Context: an optimization exercise on an open-source flow, tuned for small area, a short achievable clock period and few clock cycles per item. The choices shown serve that exercise and are no tape-out recipe. Only simulation tests tie the RTL to the original design; equivalence was not proved. Power and IR drop assume default switching activity.

===== design/flow/config.mk =====
export PLATFORM = sky130hd
export DESIGN_NAME = rtp_depkt
export DESIGN_NICKNAME = rtp_depkt
export VERILOG_FILES = /design/flow/design.v
export SDC_FILE = /design/flow/constraint.sdc
export NUM_CORES = 4
export LEC_CHECK = 0
export CAP_MARGIN = 20
export CORE_MARGIN = 2
export CORE_UTILIZATION = 40
export PLACE_DENSITY = 0.6
export SLEW_MARGIN = 20

===== design/flow/constraint.sdc =====
create_clock -name core_clock -period 10.0 [get_ports {clk}]
set_input_delay 2.0000 -clock core_clock [delete_from_list [all_inputs] [get_ports {clk}]]
set_output_delay 2.0000 -clock core_clock [all_outputs]
set_load 0.01 [all_outputs]

===== design/flow/design.v =====
module rtp_depkt (
  input  wire        clk,
  input  wire        rst,
  input  wire        in_valid,
  input  wire [7:0]  in_data,
  input  wire        in_last,
  output wire        in_ready,
  input  wire [11:0] sps_w,
  input  wire [11:0] sps_h,
  output reg         fo_valid,
  output reg  [7:0]  fo_data,
  output reg         fo_last,
  output wire        st_valid,
  output reg  [1:0]  st_hdr,
  output reg  [2:0]  st_kind,
  output reg  [3:0]  st_action,
  output reg         st_marker,
  output reg  [15:0] st_seq,
  output reg  [6:0]  st_payload_len,
  output reg         st_seq_exp_valid,
  output reg  [15:0] st_seq_expected,
  output reg         st_seq_anomaly,
  output reg         st_res_change,
  output reg         st_au_abandoned,
  output reg  [7:0]  st_attempted_len,
  output wire        st_re_state,
  output wire [11:0] st_width,
  output wire [11:0] st_height,
  output wire [31:0] st_anomaly_count
);
  localparam DG_MAX  = 64;
  localparam AU_MAX  = 128;
  localparam SPS_MAX = 16;
  localparam PPS_MAX = 8;
  localparam H_ACCEPTED = 2'd0, H_SHORT = 2'd1, H_VERSION = 2'd2, H_PT = 2'd3;
  localparam K_NONE = 3'd0, K_SPS = 3'd1, K_PPS = 3'd2, K_IDR = 3'd3, K_NONIDR = 3'd4,
             K_FUS = 3'd5, K_FUC = 3'd6, K_UNKNOWN = 3'd7;
  localparam A_NONE = 4'd0, A_IGNORED = 4'd1, A_CACHED_SPS = 4'd2, A_CACHED_PPS = 4'd3,
             A_PS_DROPPED = 4'd4, A_AU_STARTED = 4'd5, A_AU_APPENDED = 4'd6,
             A_EMITTED = 4'd7, A_NO_RES = 4'd8, A_ORPHAN = 4'd9, A_AU_OVERFLOW = 4'd10;
  localparam S_RX = 3'd0, S_PROC = 3'd1, S_COPY = 3'd2, S_EMIT = 3'd3, S_STAT = 3'd4;
  localparam G_SC1 = 3'd0, G_SPS = 3'd1, G_SC2 = 3'd2, G_PPS = 3'd3, G_SC3 = 3'd4,
             G_HDR = 3'd5, G_PAY = 3'd6;
  reg [2:0]  state;
  reg [7:0]  rxbuf [0:DG_MAX-1];
  reg [6:0]  rx_cnt;
  reg [6:0]  rx_len;
  reg [11:0] cap_w, cap_h;
  reg [7:0]  sps_buf [0:SPS_MAX-1];
  reg [4:0]  sps_len;
  reg [7:0]  pps_buf [0:PPS_MAX-1];
  reg [3:0]  pps_len;
  reg [11:0] width, height;
  reg [7:0]  au_buf [0:AU_MAX-1];
  reg [7:0]  au_len;
  reg        re_state;            
  reg        seq_valid;
  reg [15:0] seq_last;
  reg [31:0] anom_cnt;
  reg [2:0]  seg;
  reg [6:0]  ci;
  reg [7:0]  wptr;
  reg        use_pre;
  reg        use_hdr;
  reg [7:0]  hdr_byte;
  reg [5:0]  pay_off;
  reg [6:0]  pay_cnt;
  reg        do_emit;
  reg [7:0]  rd;
  assign in_ready         = (state == S_RX);
  assign st_valid         = (state == S_STAT);
  assign st_re_state      = re_state;
  assign st_width         = width;
  assign st_height        = height;
  assign st_anomaly_count = anom_cnt;
  wire [7:0]  b0   = rxbuf[0];    
  wire [7:0]  b1   = rxbuf[1];
  wire [7:0]  p0   = rxbuf[12];
  wire [7:0]  p1   = rxbuf[13];
  wire [15:0] seq  = {rxbuf[2], rxbuf[3]};
  wire        mbit = b1[7];
  wire [6:0]  plen = rx_len - 7'd12;
  wire        is_short = (rx_len < 7'd12);
  wire [1:0]  hdr = is_short           ? H_SHORT   :
                    (b0[7:6] != 2'd2)  ? H_VERSION :
                    (b1[6:0] != 7'd96) ? H_PT      : H_ACCEPTED;
  wire        accepted = (hdr == H_ACCEPTED);
  reg  [2:0]  kind;
  always @(*) begin
    if (!accepted)                  kind = K_NONE;
    else if (plen == 7'd0)          kind = K_UNKNOWN;
    else case (p0[4:0])
      5'd7:  kind = K_SPS;
      5'd8:  kind = K_PPS;
      5'd5:  kind = K_IDR;
      5'd1:  kind = K_NONIDR;
      5'd28: kind = (plen < 7'd2) ? K_UNKNOWN : (p1[7] ? K_FUS : K_FUC);
      default: kind = K_UNKNOWN;
    endcase
  end
  wire [15:0] seq_exp  = seq_last + 16'd1;
  wire        anomaly  = seq_valid && (seq != seq_exp);
  wire        have_res = (width != 12'd0) && (height != 12'd0);
  wire [7:0]  recon    = {p0[7:5], p1[4:0]};
  wire        fus_idr  = (p1[4:0] == 5'd5);
  wire [7:0]  pre_len  = 8'd6 + {3'd0, sps_len} + {4'd0, pps_len};
  wire [7:0]  plen8    = {1'b0, plen};
  wire [7:0]  len_idr  = pre_len + 8'd3 + plen8;
  wire [7:0]  len_non  = 8'd3 + plen8;
  wire [7:0]  len_fus  = (fus_idr ? pre_len : 8'd0) + 8'd2 + plen8;    
  wire [8:0]  len_cont = {1'b0, au_len} + {1'b0, plen8} - 9'd2;
  reg [6:0] seg_n;
  reg [7:0] seg_byte;
  always @(*) begin
    seg_n    = 7'd0;
    seg_byte = 8'h00;
    case (seg)
      G_SC1: begin seg_n = use_pre ? 7'd3 : 7'd0;          seg_byte = (ci == 7'd2) ? 8'h01 : 8'h00; end
      G_SPS: begin seg_n = use_pre ? {2'd0, sps_len} : 7'd0; seg_byte = sps_buf[ci[3:0]]; end
      G_SC2: begin seg_n = use_pre ? 7'd3 : 7'd0;          seg_byte = (ci == 7'd2) ? 8'h01 : 8'h00; end
      G_PPS: begin seg_n = use_pre ? {3'd0, pps_len} : 7'd0; seg_byte = pps_buf[ci[2:0]]; end
      G_SC3: begin seg_n = 7'd3;                            seg_byte = (ci == 7'd2) ? 8'h01 : 8'h00; end
      G_HDR: begin seg_n = use_hdr ? 7'd1 : 7'd0;           seg_byte = hdr_byte; end
      G_PAY: begin seg_n = pay_cnt;                         seg_byte = rxbuf[pay_off + ci[5:0]]; end
      default: begin seg_n = 7'd0; seg_byte = 8'h00; end
    endcase
  end
  integer i;
  always @(posedge clk) begin
    fo_valid <= 1'b0;
    fo_last  <= 1'b0;
    if (rst) begin
      state     <= S_RX;
      rx_cnt    <= 7'd0;
      sps_len   <= 5'd0;
      pps_len   <= 4'd0;
      width     <= 12'd0;
      height    <= 12'd0;
      au_len    <= 8'd0;
      re_state  <= 1'b0;
      seq_valid <= 1'b0;
      anom_cnt  <= 32'd0;
    end else begin
      case (state)
        S_RX: if (in_valid) begin
          if (rx_cnt < DG_MAX) rxbuf[rx_cnt[5:0]] <= in_data;
          rx_cnt <= rx_cnt + 7'd1;
          if (in_last) begin
            rx_len <= rx_cnt + 7'd1;
            cap_w  <= sps_w;
            cap_h  <= sps_h;
            state  <= S_PROC;
          end
        end
        S_PROC: begin
          st_hdr           <= hdr;
          st_kind          <= kind;
          st_marker        <= accepted ? mbit : 1'b0;
          st_seq           <= accepted ? seq : 16'd0;
          st_payload_len   <= accepted ? plen : 7'd0;
          st_seq_exp_valid <= accepted ? seq_valid : 1'b0;
          st_seq_expected  <= (accepted && seq_valid) ? seq_exp : 16'd0;
          st_seq_anomaly   <= accepted && anomaly;
          st_res_change    <= 1'b0;
          st_au_abandoned  <= 1'b0;
          st_attempted_len <= 8'd0;
          st_action        <= A_NONE;
          state            <= S_STAT;
          if (accepted) begin
            seq_valid <= 1'b1;
            seq_last  <= seq;
            if (anomaly) anom_cnt <= anom_cnt + 32'd1;
          end
          seg     <= G_SC1;
          ci      <= 7'd0;
          do_emit <= 1'b0;
          case (kind)
            K_SPS: begin
              if (plen > SPS_MAX) begin
                st_action        <= A_PS_DROPPED;
                st_attempted_len <= plen8;
              end else begin
                for (i = 0; i < SPS_MAX; i = i + 1) sps_buf[i] <= rxbuf[12 + i];
                sps_len   <= plen[4:0];
                st_action <= A_CACHED_SPS;
                if (cap_w != 12'd0 && cap_h != 12'd0 && (cap_w != width || cap_h != height)) begin
                  width         <= cap_w;
                  height        <= cap_h;
                  st_res_change <= 1'b1;
                end
              end
            end
            K_PPS: begin
              if (plen > PPS_MAX) begin
                st_action        <= A_PS_DROPPED;
                st_attempted_len <= plen8;
              end else begin
                for (i = 0; i < PPS_MAX; i = i + 1) pps_buf[i] <= rxbuf[12 + i];
                pps_len   <= plen[3:0];
                st_action <= A_CACHED_PPS;
              end
            end
            K_IDR, K_NONIDR: begin
              st_au_abandoned <= re_state;
              re_state        <= 1'b0;
              au_len          <= 8'd0;
              if ((kind == K_IDR ? len_idr : len_non) > AU_MAX) begin
                st_action        <= A_AU_OVERFLOW;
                st_attempted_len <= (kind == K_IDR) ? len_idr : len_non;
              end else if (!have_res) begin
                st_action <= A_NO_RES;
              end else begin
                st_action <= A_EMITTED;
                use_pre   <= (kind == K_IDR);
                use_hdr   <= 1'b0;
                pay_off   <= 6'd12;
                pay_cnt   <= plen;
                wptr      <= 8'd0;
                do_emit   <= 1'b1;
                state     <= S_COPY;
              end
            end
            K_FUS: begin
              st_au_abandoned <= re_state;
              if (len_fus > AU_MAX) begin
                st_action        <= A_AU_OVERFLOW;
                st_attempted_len <= len_fus;
                re_state         <= 1'b0;
                au_len           <= 8'd0;
              end else begin
                st_action <= A_AU_STARTED;
                re_state  <= 1'b1;
                use_pre   <= fus_idr;
                use_hdr   <= 1'b1;
                hdr_byte  <= recon;
                pay_off   <= 6'd14;
                pay_cnt   <= plen - 7'd2;
                wptr      <= 8'd0;
                state     <= S_COPY;
              end
            end
            K_FUC: begin
              if (!re_state) begin
                st_action <= A_ORPHAN;
              end else if (len_cont > AU_MAX) begin
                st_action        <= A_AU_OVERFLOW;
                st_attempted_len <= len_cont[7:0];
                re_state         <= 1'b0;
                au_len           <= 8'd0;
              end else if (mbit && !have_res) begin
                st_action <= A_NO_RES;
                re_state  <= 1'b0;
                au_len    <= 8'd0;
              end else begin
                st_action <= mbit ? A_EMITTED : A_AU_APPENDED;
                use_pre   <= 1'b0;
                use_hdr   <= 1'b0;
                pay_off   <= 6'd14;
                pay_cnt   <= plen - 7'd2;
                wptr      <= au_len;
                seg       <= G_PAY;
                do_emit   <= mbit;
                state     <= S_COPY;
              end
            end
            K_UNKNOWN: st_action <= A_IGNORED;
            default:   st_action <= A_NONE;
          endcase
        end
        S_COPY: begin
          if (ci < seg_n) begin
            au_buf[wptr[6:0]] <= seg_byte;
            wptr <= wptr + 8'd1;
            ci   <= ci + 7'd1;
          end else begin
            ci  <= 7'd0;
            seg <= seg + 3'd1;
            if (seg == G_PAY) begin
              au_len <= wptr;
              rd     <= 8'd0;
              state  <= do_emit ? S_EMIT : S_STAT;
            end
          end
        end
        S_EMIT: begin
          fo_valid <= 1'b1;
          fo_data  <= au_buf[rd[6:0]];
          fo_last  <= (rd == au_len - 8'd1);
          rd       <= rd + 8'd1;
          if (rd == au_len - 8'd1) begin
            re_state <= 1'b0;
            au_len   <= 8'd0;
            state    <= S_STAT;
          end
        end
        S_STAT: begin
          rx_cnt <= 7'd0;
          state  <= S_RX;
        end
        default: state <= S_RX;
      endcase
    end
  end
endmodule

===== design/flow/run.sh =====
#!/bin/bash
# synth_recipe.tcl (not shown) runs the flow's synth.tcl, then flattens the netlist and writes it again
# the make line also repeats each setting of config.mk as NAME=value (left out here)
make -C /OpenROAD-flow-scripts/flow DESIGN_CONFIG=/design/flow/config.mk WORK_HOME=/design/flow/orfs CLKGATE_MAP_FILE= SYNTH_SCRIPT=/design/flow/synth_recipe.tcl finish

==> impl_metrics.prom <==
# TYPE chip_impl_metric gauge
chip_impl_info{name="outcome",value="no timing/DRC/antenna violations"} 1
chip_impl_metric{name="drt_pre_antenna_iters",unit=""} 8
chip_impl_info{name="synth_flop_cell",value="edfxtp_1"} 1
chip_impl_metric{name="post-route-min-period",unit="ps"} 6225
chip_impl_metric{name="postCtsSetupRepairBufs",unit=""} 0
chip_impl_metric{name="synth_sequential_area_ratio",unit="%"} 72.19
chip_impl_metric{name="netlist-cell-type-count",unit=""} 94
chip_impl_metric{name="layout-area-overhead-vs-synth",unit="%"} 13.97
chip_impl_metric{name="routed_wire_length_per_instance",unit="µm"} 27.33
chip_impl_info{name="grt_setup_unrepaired",value="no"} 1
chip_impl_info{name="holdCritStartpoint",value="rxbuf[21][1]"} 1
chip_impl_metric{name="net-switching-power",unit="mW"} 3.471
chip_impl_info{name="cp_top_family",value="simple AND/OR/NAND/NOR gates"} 1
chip_impl_metric{name="report.final.setup_viol",unit=""} 0
chip_impl_metric{name="clock_latency",unit="ps"} 850
chip_impl_metric{name="final.setup.tns",unit="ps"} 0
chip_impl_info{name="rr_endpoint",value="use_hdr"} 1
chip_impl_info{name="cts.root.buffer_cell",value="clkbuf_16"} 1
chip_impl_metric{name="post_route_cells_drive_above_1_share",unit="%"} 20.45
chip_impl_metric{name="layout.filler_cells",unit=""} 16950
chip_impl_metric{name="vias_per_cell",unit=""} 5.676
chip_impl_metric{name="synth_compound_gate_area_share",unit="%"} 3.290
chip_impl_metric{name="initial_antenna_violation_count",unit=""} 2
chip_impl_metric{name="portBuffers",unit=""} 165
chip_impl_metric{name="boundaryPins",unit=""} 166
chip_impl_metric{name="overall_track_demand_over_capacity_in_global_routing",unit="%"} 19.62
chip_impl_info{name="crit_chain",value="a21oi_1 -> xor2_1 -> inv_1 -> ha_1 -> inv_1 -> ha_1 -> nor2b_1 -> a221o_1 -> a211oi_1 -> a41oi_1 -> or2_2 -> nor3_1 -> nor3_1 -> nor2_1"} 1
chip_impl_info{name="crit_slowest_cell",value="xor2_1"} 1
chip_impl_metric{name="clock_sink_count",unit=""} 1976
chip_impl_metric{name="post_synth_inst_count",unit=""} 4365
chip_impl_metric{name="cp_num_buf_inv",unit=""} 2
chip_impl_metric{name="synth-xor-area-share",unit="%"} 1.290
chip_impl_info{name="path_class",value="register to register"} 1
chip_impl_info{name="crit_path_start_kind",value="register"} 1
chip_impl_info{name="synth_area_leader_cell",value="edfxtp_1"} 1
chip_impl_metric{name="tightest_slew",unit="ps"} 1067
chip_impl_info{name="min_delay_endpoint",value="sps_buf[9][1]"} 1
chip_impl_metric{name="syn-mean-instance-area",unit="µm²"} 18.56
chip_impl_metric{name="synth_top_cell_area_share",unit="%"} 70.04
chip_impl_metric{name="timing.final.hold_violations",unit=""} 0
chip_impl_metric{name="maxClockFrequency",unit="GHz"} 0.1606
chip_impl_metric{name="leakage",unit="nW"} 29.28
chip_impl_info{name="tritoncts",value="built"} 1
chip_impl_metric{name="worst_clock_skew",unit="ps"} 83.82
chip_impl_metric{name="die-area",unit="µm²"} 206100
chip_impl_metric{name="crit_path_max_fanout",unit=""} 12
chip_impl_metric{name="min_delay_path_depth",unit=""} 0
chip_impl_metric{name="asyncSetResetFlopFracSynth",unit="%"} 0
chip_impl_metric{name="layout.cell_area.non_filler",unit="µm²"} 92310
chip_impl_info{name="leading_cell_type_by_number_of_instances_after_synthesis",value="edfxtp_1"} 1
chip_impl_metric{name="pin_count_of_the_biggest_net_entering_global_routing",unit=""} 136
chip_impl_metric{name="yosys.area_share.simple",unit="%"} 5.600
chip_impl_metric{name="timing.reg2reg.setup_slack",unit="ps"} 3780
chip_impl_metric{name="route.final.wire_length",unit="µm"} 202400
chip_impl_metric{name="timing.max_cap.violations",unit=""} 0
chip_impl_metric{name="ant_nets",unit=""} 0
chip_impl_metric{name="finalWeightedCongestion",unit=""} 0.8665
chip_impl_metric{name="yosys_register_bits",unit=""} 1976
chip_impl_metric{name="grt_first_pass_wirelength",unit="µm"} 298000
chip_impl_metric{name="cts-hold-fix-buffers",unit=""} 0
chip_impl_metric{name="cts-resized-gates",unit=""} 0
chip_impl_info{name="synth.area.top_cells",value="edfxtp_1 (70%), mux4_2 (14%), dfxtp_1 (2.2%)"} 1
chip_impl_metric{name="report.power.total",unit="mW"} 16.85
chip_impl_metric{name="postPlaceCellArea",unit="µm²"} 85760
chip_impl_metric{name="final_net_count",unit=""} 4687
chip_impl_metric{name="initial_utilization",unit="%"} 40.16
chip_impl_metric{name="fin_crit_sh",unit="%"} 62.25
chip_impl_metric{name="combPwrFrac",unit="%"} 2.2
chip_impl_metric{name="cts-htree-levels",unit=""} 4
chip_impl_metric{name="core-area",unit="µm²"} 201700
chip_impl_info{name="worstReg2RegStart",value="rx_len[2]"} 1
chip_impl_metric{name="cellInternalPower",unit="mW"} 13.38
chip_impl_metric{name="dp_hpwl",unit="µm"} 127500
chip_impl_metric{name="rows",unit=""} 165
chip_impl_metric{name="edff_count_synth",unit=""} 1889
chip_impl_metric{name="finalNonFillerCells",unit=""} 7405
chip_impl_info{name="netlist_top_cells_count",value="edfxtp_1 (1889), mux4_2 (490), nor2_1 (375)"} 1
chip_impl_metric{name="postLayoutSetupSlackWorst",unit="ps"} 3775
chip_impl_metric{name="worstPathRequired",unit="ps"} 10460
chip_impl_metric{name="mappedNetlistNets",unit=""} 4484
chip_impl_info{name="worstHoldPathType",value="register to register"} 1
chip_impl_metric{name="post_synth_fa_ha_maj_area_fraction",unit="%"} 1.319
chip_impl_metric{name="max-slew-margin-rel",unit="%"} 28.58
chip_impl_metric{name="cp_slowest_stage_delay",unit="ps"} 760
chip_impl_metric{name="placement.setup.worst_slack",unit="ps"} 3864
chip_impl_info{name="main_combinational_cell_family_by_area_after_synthesis",value="multiplexers"} 1
chip_impl_metric{name="syn_area",unit="µm²"} 80990
chip_impl_metric{name="yosys_warnings",unit=""} 3
chip_impl_metric{name="power_per_cell_area",unit="nW/µm²"} 182.6
chip_impl_metric{name="slew_limit_fails",unit=""} 0
chip_impl_metric{name="power.share.sequential",unit="%"} 53.7
chip_impl_info{name="worst_setup_end_kind",value="register"} 1
chip_impl_metric{name="via_count",unit=""} 42030
chip_impl_metric{name="first_global_vias",unit=""} 42210
chip_impl_metric{name="synth.area.mux_share",unit="%"} 14.74
chip_impl_metric{name="horizontal_die_dimension",unit="µm"} 454.0
chip_impl_metric{name="clk_path_buf_depth",unit=""} 3
chip_impl_metric{name="cp_data_arrival_time",unit="ps"} 6680
chip_impl_metric{name="remaining_drc_errors",unit=""} 0
chip_impl_metric{name="die_height",unit="µm"} 454.0
chip_impl_metric{name="max-vdd-ir-drop",unit="µV"} 161.7
chip_impl_metric{name="cts.reportedPaths.clkPinSlew",unit="ps"} 60
chip_impl_metric{name="drt_first_iter_violations",unit=""} 4742
chip_impl_metric{name="cts_inserted_buffers",unit=""} 201
chip_impl_metric{name="worstRegToRegCells",unit=""} 14
chip_impl_metric{name="pwr-share-clk",unit="%"} 44.1
chip_impl_metric{name="p_sw_share",unit="%"} 20.59
chip_impl_metric{name="dp_cells",unit=""} 7036
chip_impl_metric{name="grt_remaining_overflow",unit=""} 0
## power groups by stage
| stage | clock network (mW) | registers (mW) | logic, mW |
|---|---|---|---|
| floorplan | 0 | 9.24 | 0.185 |
| global placement | 0 | 9.23 | 0.364 |
| detailed placement | 0 | 9.23 | 0.367 |
| CTS | 7.57 | 9.05 | 0.368 |
| global route | 7.89 | 9.05 | 0.392 |
| finish | 7.43 | 9.05 | 0.363 |
## cell type report
type / count / area, µm² / area share, %
Sequential cell: 1976 / 58470 / 63.34
Multi-Input combinational cell: 2072 / 21420 / 23.20
Clock buffer: 241 / 5223 / 5.658
Tap cell: 2672 / 3343 / 3.622
Timing Repair Buffer: 242 / 2282 / 2.472
Clock inverter: 123 / 1285 / 1.392
Inverter: 75 / 281.5 / 0.3050
Antenna cell: 4 / 10.01 / 0.01084
## worst register-to-register path: cells and delay by family (launching register included)
kind / cells / cell delay, ps
xor gates and xnor gates: 1 / 760
DFF: 1 / 650
AOI/OAI and AO/OA: 4 / 1330
and+or+nand+nor: 5 / 2050
buffers and inverters: 2 / 350
adders and majority gates: 2 / 710
## cells in the final DEF, fill, tap and decap left out, drive strengths merged, types with 32 or more instances in the layout
| master | netlist | layout |
|---|---|---|
| nor2b | 51 | 51 |
| xor2 | 47 | 47 |
| a21oi | 88 | 88 |
| clkinv | 0 | 82 |
| xnor2 | 67 | 67 |
| edfxtp | 1889 | 1889 |
| mux4 | 490 | 490 |
| nor3 | 37 | 37 |
| and3 | 47 | 47 |
| nor4 | 32 | 32 |
| inv | 75 | 87 |
| o21ai | 74 | 74 |
| mux2 | 39 | 39 |
| nor2 | 376 | 376 |
| dfxtp | 87 | 87 |
| nand2 | 132 | 132 |
| ha | 79 | 79 |
| clkdlybuf4s50 | 0 | 156 |
| clkbuf | 146 | 241 |
| buf | 96 | 86 |
| nand3 | 97 | 97 |
| mux2i | 46 | 46 |
## worst max-delay path by stage
stage / from / to / depth (start not counted)
after detailed placement: rx_len[2] / pay_cnt[2] / 14
after CTS: rx_len[2] / use_hdr / 14
final: rx_len[2] / use_hdr / 14
after global placement: rx_len[2] / pay_off[1] / 14
after global routing: rx_len[2] / use_hdr / 14
after floorplan: rst / sps_buf[0][0] / 5
## per-layer routing
metal | GRT usage [%] | vias to the layer above | routed length, µm
li1 | - | 18160 | -
met4 | 5.404 | 0 | 4868
met3 | 2.887 | 263 | 11690
met2 | 31.93 | 1447 | 99750
met5 | 0 | - | 0
met1 | 27.61 | 22160 | 86050
## cells by family after synthesis
logic type / Yosys count
XOR/XNOR: 116
AND/OR/NAND/NOR: 915
buffers and inverters: 317
flip-flops: 1976
multiplexers: 575
AO/OA/AOI/OAI: 383
adder cells (fa/ha/maj): 83
## stage by stage
step	hold slack [ps]	utilization (%)
after global routing	404.3	45.76
final	390.3	45.77
after detailed placement	432.7	42.52
after floorplan	420.7	-
after CTS	395.6	45.75
after global placement	428.9	42.52
## flip-flops by register name, summed over array words and instances (netlist names), 8 cells and up
name	count
au_buf	1024
rxbuf	512
sps_buf	128
pps_buf	64
anom_cnt	32
seq_last	16
st_seq	16
st_seq_expected	16
cap_h	12
cap_w	12
height	12
width	12
au_len	8
fo_data	8
hdr_byte	8
rd	8
st_attempted_len	8
wptr	8
Testbench counts, summed over its fixed seeds: cycles 192,090, datagrams 2,400.

port drivers added, routing unchanged:
Ports are ideal in the flow. The routed layout listed here was re-timed in OpenROAD. Step 1 sets driving cells, clkbuf_16 on the clock port and buf_2 on the other inputs (assumed; they add their load-dependent delay and slew). Step 2 also shifts input and output timing later by t, the mid clock arrival at the registers, as if the neighbouring blocks saw the same clock. Slacks: ideal / step 1 / step 2; pairs: ideal / step 1.
shift t [ns]: 0.891
slack for setup (ns): 3.775 / 3.775 / 3.775
clock arrival spread, ns: 0.084 / 0.085
slew at the worst register clock pin (ns): 0.07 / 0.07
pins driven straight from the clock port: 1
After both steps setup and hold are still met in this run. The setup slack of this run moves by 0.000 ns with the drivers and by 0.000 ns with both steps.
